Background: an optimization exercise with open tools, aiming at a short achievable clock period and few clock cycles. Do not read the settings as production practice. At most, simulation tests tie the RTL to the original design; equivalence was not proved. No activity file was given, so power comes from the tool's default toggle rates.

==> flow/design.v (excerpt) <==
module lhce_parse (
    input  wire        clk,
    input  wire        rst,           
    input  wire        start,
    input  wire [3:0]  op,
    input  wire [15:0] src_addr,
    input  wire [15:0] src_len,
    input  wire [31:0] ph_src,
    input  wire [31:0] ph_dst,
    output wire        busy,
    output reg         done,
    output wire        mem_rd,
    output wire [9:0]  mem_addr,
    input  wire [31:0] mem_rdata,
    output reg  [3:0]  err_code,
    output reg  [3:0]  err_sub,
    output reg  [31:0] r_csum,
    output reg  [31:0] r_csum_field,
    output reg  [31:0] r_ip_len,
    output reg  [31:0] r_ip_misc,
    output reg  [31:0] r_ip_src,
    output reg  [31:0] r_ip_dst,
    output reg  [31:0] r_ip_hdr,
    output reg  [31:0] r_ip_chk,
    output reg  [31:0] r_tcp_ports,
    output reg  [31:0] r_tcp_seq,
    output reg  [31:0] r_tcp_ack,
    output reg  [31:0] r_tcp_ctl,
    output reg  [31:0] r_tcp_csum,
  ...
==> flow/config.mk <==
export PLATFORM = sky130hd
export DESIGN_NAME = lhce_parse
export DESIGN_NICKNAME = lhce_parse
export VERILOG_FILES = /design/flow/design.v
export SDC_FILE = /design/flow/constraint.sdc
export NUM_CORES = 4
export LEC_CHECK = 0
export ABC_CLOCK_PERIOD_IN_PS = 2500
export CAP_MARGIN = 20
export CORE_MARGIN = 2
export CORE_UTILIZATION = 40
export PLACE_DENSITY = 0.6
export SETUP_SLACK_MARGIN = 4.5
export SLEW_MARGIN = 20
export TNS_END_PERCENT = 100
==> flow/constraint.sdc <==
create_clock -name core_clock -period 7.0 [get_ports {clk}]
set_input_delay 1.4000 -clock core_clock [delete_from_list [all_inputs] [get_ports {clk}]]
set_output_delay 1.4000 -clock core_clock [all_outputs]
set_load 0.01 [all_outputs]
run.sh (not shown) runs the stock make flow with config.mk's settings and CLKGATE_MAP_FILE= SYNTH_SCRIPT=/design/flow/synth_recipe.tcl, a recipe that flattens the netlist after the stock synthesis.
Testbench counts at the start, summed over its fixed seeds: cycles 39,733.
Next try:
--- a/flow/design.v
+++ b/flow/design.v
@@ -150,22 +150,21 @@
     wire [3:0]  e_ihl_c = (e_ihl < 4'd5) ? 4'd5 : e_ihl;
     reg  [16:0] e_tl3;       
     always @(posedge clk)
         e_tl3 <= {1'b0, e_tl} + {15'd0, r} + 17'd3;
     reg [17:0] ipS, ipE, ipK, ipK1;    
     reg [17:0] tS, tE, tK, tK1;        
     reg [17:0] phS, phE;               
-    reg [17:0] kend;                   
+    reg signed [17:0] kend;            
     reg [3:0]  kmin;                   
     reg [11:0] kcs_ip, kcs_tc;         
     reg [17:0] ipKh, ipKl, tKh, tKl;   
     reg [11:0] tq0;                    
     wire [17:0] o_r18 = {16'd0, o_r};
     wire [17:0] o_rn  = o_r18 + {2'b00, src_len};
-    wire [17:0] o_rn1 = o_rn - 18'd1;
     wire [17:0] o_ipS = o_frm ? (o_r18 + 18'd4) : o_r18;
     wire [17:0] o_tS  = o_frm ? (o_r18 + 18'd24) : o_r18;
     wire [4:0]  fr_w  = {1'b0, e_ihl_c} + 5'd1;      
     always @(posedge clk) begin
         if (!busy_r) begin
             ipS    <= o_ipS;
             ipE    <= o_cip ? o_rn : o_ipp ? (o_r18 + 18'd20) : o_frm ? (o_r18 + 18'd24) : 18'd0;
@@ -177,36 +176,34 @@
             tKl    <= o_tS + (o_r[0] ? 18'd16 : 18'd17);
             tS     <= o_tS;
             tE     <= (o_ctcp | o_tcpp) ? o_rn : o_frm ? 18'h3FFFF : 18'd0;
             tK     <= o_tS + 18'd16;
             tK1    <= o_tS + 18'd17;
             phS    <= o_frm ? (o_r18 + 18'd16) : 18'd0;
             phE    <= o_frm ? (o_r18 + 18'd24) : 18'd0;
-            kend   <= (o_ipp | o_frm) ? 18'h1FFFF : {o_rn1[17], o_rn1[17], o_rn1[17:2]};
+            kend   <= (o_ipp | o_frm) ? 18'sh1FFFF : ($signed(o_rn - 18'd1) >>> 2);
             kmin   <= o_cip  ? 4'd0 :
                       o_ctcp ? ((o_r == 2'd3) ? 4'd5 : 4'd4) :
                       o_tcpp ? 4'd0 :
                       o_ipp  ? 4'd4 : 4'd7;
             kcs_ip <= (o_r == 2'd0) ? 12'd2 : 12'd3;
             kcs_tc <= o_frm ? ((o_r == 2'd3) ? 12'd11 : 12'd10) : ((o_r == 2'd3) ? 12'd5 : 12'd4);
             tq0    <= o_frm ? 12'd6 : 12'd0;
         end else if (is_ipp) begin
             ipE    <= {12'd0, e_ihl_c, r};
             kend   <= {14'd0, e_ihl_c} - ((r == 2'd0) ? 18'd1 : 18'd0);
         end else if (is_frm) begin
             ipE    <= {11'd0, fr_w, r};
             tS     <= {11'd0, fr_w, r};
-            if (cyc >= 5'd7) begin           
-                tE     <= {1'b0, e_tl3} + 18'd1;
-                kend   <= {3'd0, e_tl3[16:2]};
-            end
+            tE     <= {1'b0, e_tl3} + 18'd1;
             tK     <= {11'd0, fr_w + 5'd4, r};
             tK1    <= {11'd0, fr_w + 5'd4, r} + 18'd1;
             tKh    <= {11'd0, fr_w + 5'd4, r} + (rodd ? 18'd1 : 18'd0);
             tKl    <= {11'd0, fr_w + 5'd4, r} + (rodd ? 18'd0 : 18'd1);
+            kend   <= {3'd0, e_tl3[16:2]};
             kcs_tc <= {7'd0, fr_w} + ((r == 2'd3) ? 12'd5 : 12'd4);
             tq0    <= {7'd0, fr_w};
         end
     end
     reg [3:0] m_ip, m_tc, m_ih, m_il;
     integer l;
     reg [17:0] p;
@@ -216,15 +213,15 @@
             m_ip[l] = (p >= ipS) && (p < ipE) && (p != ipK) && (p != ipK1);
             m_tc[l] = ((p >= tS) && (p < tE) && (p != tK) && (p != tK1)) ||
                       ((p >= phS) && (p < phE));
             m_ih[l] = (p == tK);
             m_il[l] = (p == tK1);
         end
     end
-    wire m_last = (kend[17] || ({6'd0, kn} >= kend)) && (kn >= {8'd0, kmin});
+    wire m_last = ($signed({6'd0, kn}) >= kend) && (kn >= {8'd0, kmin});
     wire m_late = (is_cip && (kn == kcs_ip)) || ((is_ctcp | is_tcpp | is_frm) && (kn == kcs_tc));
     reg [3:0]  X_ip, X_tc, X_ih, X_il;
     reg        X_last, X_late;
     reg        X_ipk, X_ipk1, X_tk, X_tk1;      
     reg        A_last, A_late;
     reg        Fv;
     reg  [15:0] d_L;
After rerunning:
- total power rises slightly
- die area falls slightly
- routed wire length rises by a few percent
- area after synthesis falls slightly
- register-to-register slack gets better by 0.37 ns
- critical path depth is unchanged
- sequential power is about the same
Only the layout flow was run in the second run of this note; the RTL was not checked for function there.

[port drivers added, routing unchanged]
The flow's constraints put no driver on any port. The routed layouts listed below were extracted and timed again, unchanged, in two steps. Step 1: set_driving_cell puts a clkbuf_16 on clk and a buf_2 on each other input, an assumption about the parent block. Step 2 also shifts input and output timing later by t, the mid clock arrival at the registers, as if the neighbouring blocks saw the same clock. Three values: ideal, step 1, step 2; two values: the first two.
| run | t, ns | setup slack, ns | clock arrival spread, ns |
|---|---|---|---|
| the first run | 0.928 | 3.264 / 3.264 / 2.634 | 0.076 / 0.076 |
| the second run | 0.937 | 3.635 / 3.635 / 2.961 | 0.049 / 0.048 |
After both steps every run listed still meets setup and hold. For the second run, which loses most, drivers alone change the setup slack by 0.000 ns; drivers and shift together by -0.674 ns.
